This design comes from an exercise in tuning for small area on the open sky130 flow, not from production work. Only simulation tests tie the RTL to the original design; equivalence was not proved. Power is estimated from default activity; no workload was simulated.

## quartz
// rld_block
module rld_block (
    input  wire        clk,
    input  wire        rst,
    input  wire        host_we,
    input  wire [4:0]  host_addr,
    input  wire [16:0] host_wdata,
    output reg  [16:0] host_rdata,
    output wire        busy,
    output reg         mem_req,
    output reg         mem_we,
    output wire [15:0] mem_addr,
    output wire [7:0]  mem_wdata,
    input  wire        mem_gnt,
    input  wire [7:0]  mem_rdata,
    output wire [7:0]  xlat_idx,
    input  wire [7:0]  xlat_data
);
export LEC_CHECK = 0
export CAP_MARGIN = 20
export CORE_MARGIN = 2
export CORE_UTILIZATION = 55
export GPL_TIMING_DRIVEN = 0
export SLEW_MARGIN = 20
create_clock -name core_clock -period 11.0 [get_ports {clk}]
standard.sh (not shown) runs the stock make flow with config.mk's settings and CLKGATE_MAP_FILE= SYNTH_SCRIPT=/design/flow/synth_recipe.tcl, a recipe that flattens the netlist after the stock synthesis.
==> flow/flow/run.sh <==
#!/bin/bash
# Standard layout with extra ORFS settings: synthesis buffers are removed at
# floorplan (timing repair re-adds what is needed), ports are buffered with
# the smallest buffer cell, and clock tree synthesis adds no dummy loads.
set -euo pipefail
bash standard.sh REMOVE_ABC_BUFFERS=1 \
  "BUFFER_PORTS_ARGS=-buffer_cell sky130_fd_sc_hd__buf_1" \
  "CTS_ARGS=-sink_clustering_enable -repair_clock_nets -sink_clustering_size 15 -sink_clustering_max_diameter 60 -buf_list sky130_fd_sc_hd__clkbuf_8 -dont_use_dummy_load" \
  finish > standard_flow.log 2>&1
## Diff of input files: xenon against quartz
diff --git a/flow/design.v b/flow/design.v
--- a/flow/design.v
+++ b/flow/design.v
@@ -12,23 +12,23 @@
     output wire [7:0]  mem_wdata,
     input  wire        mem_gnt,
     input  wire [7:0]  mem_rdata,
     output wire [7:0]  xlat_idx,
     input  wire [7:0]  xlat_data
 );
     localparam [5:0]
         IDLE = 6'd0,
         S1   = 6'd1,  S4   = 6'd2,  S4B  = 6'd3,  S5   = 6'd4,  I2   = 6'd5,
         FH   = 6'd6,  CAP  = 6'd7,  ENDC = 6'd8,  F_DST = 6'd9,
         CCHK = 6'd11, CRD  = 6'd12, CDAT = 6'd13, DLUT = 6'd14,
-        DFIX = 6'd15, VCHK = 6'd16, VRD  = 6'd17, VDAT = 6'd18,
+        VCHK = 6'd16, VRD  = 6'd17, VDAT = 6'd18,
         DCHK = 6'd19, DRD  = 6'd20, DDAT = 6'd21, INC  = 6'd22, OUTL = 6'd23,
         DEC  = 6'd24,
         LA   = 6'd25, LB1  = 6'd26, LB2  = 6'd27, LC   = 6'd28, LD   = 6'd29,
         Q1   = 6'd30, Q2   = 6'd31, Q3   = 6'd32, Q4   = 6'd33, Q5   = 6'd34,
         Q7   = 6'd35, Q8   = 6'd36, Q9   = 6'd37, Q10  = 6'd38, Q11  = 6'd39,
         Q14  = 6'd40,
         M1   = 6'd41, M2   = 6'd42, M3   = 6'd43, M4   = 6'd44, RS1  = 6'd45,
         RS2  = 6'd46, RD   = 6'd47, WR   = 6'd48, SI   = 6'd49, PD   = 6'd50,
         R1   = 6'd51, R2   = 6'd52, N1   = 6'd53, N2   = 6'd54, N3   = 6'd55,
         N4   = 6'd56,
         F_SRC = 6'd57, F_TM = 6'd58, F_CL = 6'd59, F_CDST = 6'd60;
@@ -75,23 +75,22 @@
             S4:   begin xsel = X_P1; end
             S4B, F_DST: begin ysel = A_DST; end
             F_SRC:  begin ysel = A_SRC; end
             F_TM:   begin ysel = A_TMSRC; end
             F_CL:   begin ysel = A_CLSRC; end
             F_CDST: begin ysel = A_CDST; end
             S5:   begin ysel = A_SEND; end
             I2:   begin xsel = X_ONES; end
             FH:   begin ysel = A_HEIGHT; end
             CAP:  begin xsel = X_P1; ysel = A_DCAP; yinv = 1'b1; end
             ENDC: begin xsel = X_P1; ysel = A_DST; end
-            DFIX: begin xsel = X_ONES; ysel = A_REM; end
             CCHK, VCHK, DCHK: begin xsel = X_P2; ysel = A_SRC; yinv = 1'b1; end
             CRD, VRD, DRD, INC: begin xsel = X_SRC; cin = 1'b1; end
             DLUT: begin ysel = {3'b110, mode_r, rem_r[5]}; end
             CDAT, VDAT: begin ysel = A_MEMRD; end
             DDAT, OUTL, WR: begin xsel = X_P1; cin = 1'b1; end
             RD:   begin xsel = X_P2; cin = 1'b1; end
             SI:   begin xsel = X_P2; yinv = 1'b1; end
             DEC, LA, LC, PD: begin xsel = X_ONES; ysel = A_CNT; end
             LB1:  begin xsel = X_P1; ysel = is_proj ? A_DSTRIDE : A_WIDTH; end
             LB2:  begin xsel = X_P2; ysel = A_WIDTH; end
             LD:   begin xsel = X_P1; ysel = A_DSTRIDE; end
@@ -195,22 +194,23 @@
     always @(*) begin
         mem_req = 1'b0;
         mem_we  = 1'b0;
         case (state)
             CRD, VRD, DRD, RD: mem_req = 1'b1;
             DDAT, OUTL: begin mem_req = is_fill; mem_we = 1'b1; end
             WR: begin mem_req = 1'b1; mem_we = 1'b1; end
             default: ;
         endcase
     end
     wire [7:0] cmd_in = host_wdata[7:0];
+    wire [5:0] rem_dec = rem_r - 6'd1;
     wire       win_empty = (vpw_r == 8'd0) || (vph_r == 8'd0);
     wire [16:0] wd  = host_wdata & {17{~rst}};
     wire        hw  = host_we | rst;
     always @(posedge clk) begin
         if (hw && (rst || host_addr == 5'h04)) ctrl_r    <= wd[1:0];
         if (hw && (rst || host_addr == 5'h07)) send_r    <= wd;
         if (hw && (rst || host_addr == 5'h08)) dst_r     <= wd;
         if (hw && (rst || host_addr == 5'h09)) dcap_r    <= wd;
         if (hw && (rst || host_addr == 5'h0A)) count_r   <= wd[15:0];
         if (hw && (rst || host_addr == 5'h0B)) width_r   <= wd[7:0];
         if (hw && (rst || host_addr == 5'h0C)) height_r  <= wd[7:0];
@@ -323,46 +323,45 @@
                 rem_r <= s[5:0];
                 if (mem_rdata[7]) begin
                     mode_r <= mem_rdata[6];      
                     state  <= DLUT;
                 end else if (mem_rdata[6]) begin
                     state <= VCHK;
                 end else begin
                     mode_r <= 1'b0;
                     state  <= DCHK;
                 end
             end
-            DLUT: state <= state + 6'd1;
-            DFIX: begin rem_r <= {1'b0, s[4:0]}; mode_r <= 1'b1; state <= OUTL; end
+            DLUT: begin rem_r <= {1'b0, rem_dec[4:0]}; mode_r <= 1'b1; state <= OUTL; end
             VDAT: begin mode_r <= 1'b1; state <= OUTL; end
             DDAT: begin
                 if (!is_fill) state <= DEC;
                 else if (mem_gnt) state <= state + 6'd1;
                 else state <= DRD;
             end
             INC:  begin src_r <= s; state <= DEC; end
             OUTL: if (!is_fill || mem_gnt) state <= state + 6'd1;
             DEC: begin
                 if (!carry || (is_init && !cnt_r[2])) begin
                     if (is_init) begin
                         rem_r    <= 6'd0;
                         mode_r   <= 1'b0;
                         inited_r <= 1'b1;
                     end
                     p2_r      <= 17'd0;
                     errcode_r <= 3'd0;
                     state     <= IDLE;
                 end else if (is_init) begin
                     state <= DCHK;
                 end else if (rem_r != 6'd0) begin
-                    rem_r <= rem_r - 6'd1;
+                    rem_r <= rem_dec;
                     state <= mode_r ? OUTL : DCHK;
                 end else begin
                     state <= CCHK;
                 end
             end
             LA:  state <= carry ? LB1 : (is_proj ? Q9 : CAP);
             LB1: state <= is_proj ? LB2 : LA;
             LB2: begin p2_r <= s; state <= LA; end
             LC:  state <= carry ? LD : Q10;
             LD:  state <= LC;
             Q1: state <= state + 6'd1;
--- outcome ---
Relative to quartz, the top fanout value on the critical path measured on xenon has increased by a few percent. Looking at uppermost metal layer occupied by signal nets, the met4 result is from xenon; the met5 one comes from quartz. xenon against quartz: global-route wire length before repair fell 4.2%; cell area fell about 1.1%; core utilization fell 0.33 points; fraction of the mapped netlist area in compound gates rose 0.78 points; average via count per standard cell about even. Diff quartz -> xenon | routed wire length | down by a few percent. Diff quartz and xenon: fraction of area in registers lower in quartz. Compared with quartz, in xenon initial antenna violation count increased by 1 relative to the old numbers; detailed router's first-iteration violation count went down by 4.5%.

* * *

RTL: one of the versions met above, not the one the previous note started from.
Size: ~1,500 cells after synthesis, ~94 I/O pins, roughly 16,000 um2 of cells after synthesis.
==> flow/config.mk <==
export PLATFORM = sky130hd
export DESIGN_NAME = rld_block
export DESIGN_NICKNAME = rld_block
export VERILOG_FILES = /design/flow/design.v
export SDC_FILE = /design/flow/constraint.sdc
export NUM_CORES = 4
export LEC_CHECK = 0
export CAP_MARGIN = 20
export CORE_MARGIN = 2
export CORE_UTILIZATION = 62
export GPL_TIMING_DRIVEN = 0
export SLEW_MARGIN = 20
==> flow/constraint.sdc <==
create_clock -name core_clock -period 11.0 [get_ports {clk}]
set_input_delay 2.2000 -clock core_clock [delete_from_list [all_inputs] [get_ports {clk}]]
set_output_delay 2.2000 -clock core_clock [all_outputs]
set_load 0.01 [all_outputs]
Scripts as last shown in full above: flow/flow/run.sh
Rerun with:
--- a/flow/design.v
+++ b/flow/design.v
@@ -14,19 +14,19 @@
     input  wire [7:0]  mem_rdata,
     output wire [7:0]  xlat_idx,
     input  wire [7:0]  xlat_data
 );
     localparam [5:0]
         IDLE = 6'd0,
         S1   = 6'd1,  S4   = 6'd2,  S4B  = 6'd3,  S5   = 6'd4,  I2   = 6'd5,
         FH   = 6'd6,  CAP  = 6'd7,  ENDC = 6'd8,  F_DST = 6'd9,
         CCHK = 6'd11, CRD  = 6'd12, CDAT = 6'd13, DLUT = 6'd14,
-        VCHK = 6'd16, VRD  = 6'd17, VDAT = 6'd18,
+        VRD  = 6'd17, VDAT = 6'd18,
         DCHK = 6'd19, DRD  = 6'd20, DDAT = 6'd21, INC  = 6'd22, OUTL = 6'd23,
         DEC  = 6'd24,
         LA   = 6'd25, LB1  = 6'd26, LB2  = 6'd27, LC   = 6'd28, LD   = 6'd29,
         Q1   = 6'd30, Q2   = 6'd31, Q3   = 6'd32, Q4   = 6'd33, Q5   = 6'd34,
         Q7   = 6'd35, Q8   = 6'd36, Q9   = 6'd37, Q10  = 6'd38, Q11  = 6'd39,
         Q14  = 6'd40,
         M1   = 6'd41, M2   = 6'd42, M3   = 6'd43, M4   = 6'd44, RS1  = 6'd45,
         RS2  = 6'd46, RD   = 6'd47, WR   = 6'd48, SI   = 6'd49, PD   = 6'd50,
         R1   = 6'd51, R2   = 6'd52, N1   = 6'd53, N2   = 6'd54, N3   = 6'd55,
@@ -77,22 +77,22 @@
             F_SRC:  begin ysel = A_SRC; end
             F_TM:   begin ysel = A_TMSRC; end
             F_CL:   begin ysel = A_CLSRC; end
             F_CDST: begin ysel = A_CDST; end
             S5:   begin ysel = A_SEND; end
             I2:   begin xsel = X_ONES; end
             FH:   begin ysel = A_HEIGHT; end
             CAP:  begin xsel = X_P1; ysel = A_DCAP; yinv = 1'b1; end
             ENDC: begin xsel = X_P1; ysel = A_DST; end
-            CCHK, VCHK, DCHK: begin xsel = X_P2; ysel = A_SRC; yinv = 1'b1; end
+            CCHK, CDAT, DCHK: begin xsel = X_P2; ysel = A_SRC; yinv = 1'b1; end
             CRD, VRD, DRD, INC: begin xsel = X_SRC; cin = 1'b1; end
             DLUT: begin ysel = {3'b110, mode_r, rem_r[5]}; end
-            CDAT, VDAT: begin ysel = A_MEMRD; end
+            VDAT: begin ysel = A_MEMRD; end
             DDAT, OUTL, WR: begin xsel = X_P1; cin = 1'b1; end
             RD:   begin xsel = X_P2; cin = 1'b1; end
             SI:   begin xsel = X_P2; yinv = 1'b1; end
             DEC, LA, LC, PD: begin xsel = X_ONES; ysel = A_CNT; end
             LB1:  begin xsel = X_P1; ysel = is_proj ? A_DSTRIDE : A_WIDTH; end
             LB2:  begin xsel = X_P2; ysel = A_WIDTH; end
             LD:   begin xsel = X_P1; ysel = A_DSTRIDE; end
             Q1:   begin ysel = A_VPH; end
             Q2:   begin xsel = X_P1; ysel = A_HEIGHT; yinv = 1'b1; end
@@ -297,44 +297,39 @@
             F_TM, F_CL:    begin errcode_r <= 3'd6; p2_r <= s; state <= IDLE; end
             S4: state <= S4B;
             S4B: state <= state + 6'd1;
             I2: state <= S5;
             S5: begin
                 p2_r  <= s;
                 state <= DEC;
             end
             FH: state <= LA;
-            CCHK, VCHK, DCHK: begin
-                if (src_ok) begin
-                    state <= state + 6'd1;
-                end else begin
-                    if (state == VCHK) rem_r <= 6'd0;
-                    state <= F_SRC;
-                end
-            end
+            CCHK, DCHK: state <= src_ok ? state + 6'd1 : F_SRC;
             CRD, VRD: if (mem_gnt) begin
                 src_r <= s;
                 state <= state + 6'd1;
             end
             DRD: if (mem_gnt) begin
                 if (!is_fill) src_r <= s;
                 state <= state + 6'd1;
             end
             CDAT: begin
-                rem_r <= s[5:0];
                 if (mem_rdata[7]) begin
+                    rem_r  <= mem_rdata[5:0];
                     mode_r <= mem_rdata[6];      
                     state  <= DLUT;
                 end else if (mem_rdata[6]) begin
-                    state <= VCHK;
+                    if (src_ok) rem_r <= mem_rdata[5:0];
+                    state <= src_ok ? VRD : F_SRC;
                 end else begin
+                    rem_r  <= mem_rdata[5:0];
                     mode_r <= 1'b0;
-                    state  <= DCHK;
+                    state  <= src_ok ? DRD : F_SRC;
                 end
             end
             DLUT: begin rem_r <= {1'b0, rem_dec[4:0]}; mode_r <= 1'b1; state <= OUTL; end
             VDAT: begin mode_r <= 1'b1; state <= OUTL; end
             DDAT: begin
                 if (!is_fill) state <= DEC;
                 else if (mem_gnt) state <= state + 6'd1;
                 else state <= DRD;
             end
Wire length came out higher by 4.5%.
Setup slack gains 0.044 ns.
Area after synthesis stays flat.
Sequential power came out higher by about 7%.
Clock power barely changes.
Die area is about the same.
Clock skew came out lower by 0.017 ns.
Via count came out higher by 3.1%.
Total power came out higher by 52%.

## afterwards: timing with drivers on the ports
In the flow no input, the clock included, has a driving cell. The finished layouts below were timed again as built, in two steps.
Step 1 assumes that a clkbuf_16 drives the clock port and a buf_2 every other input.
Step 2 also shifts input and output timing later by t, the mid clock arrival at the registers, as if the neighbouring blocks saw the same clock.
a / b / c = ideal ports / drivers / drivers and shift; a / b = the first two.
| run | shift t [ns] | setup WS [ns] | worst hold slack (ns) | latest minus earliest clock arrival (ns) | pins driven straight from the clock port |
|---|---|---|---|---|---|
| quartz | 0.640 | 0.385 / 0.385 / 0.065 | 0.556 / 0.556 / 0.556 | 0.121 / 0.121 | 1 |
| xenon | 0.619 | 0.469 / 0.469 / -0.035 | 0.523 / 0.523 / 0.523 | 0.157 / 0.157 | 1 |
| the first run of note 2 | 0.618 | 0.337 / 0.337 / -0.047 | 0.531 / 0.531 / 0.531 | 0.142 / 0.142 | 1 |
| the second run of note 2 | 0.619 | 0.382 / 0.382 / 0.186 | 0.521 / 0.521 / 0.521 | 0.125 / 0.126 | 1 |
With both steps, setup timing fails in xenon and the first run of note 2, where it was met with ideal ports. The setup slack of xenon, which loses most, moves by 0.000 ns with the drivers and by -0.504 ns with both steps.
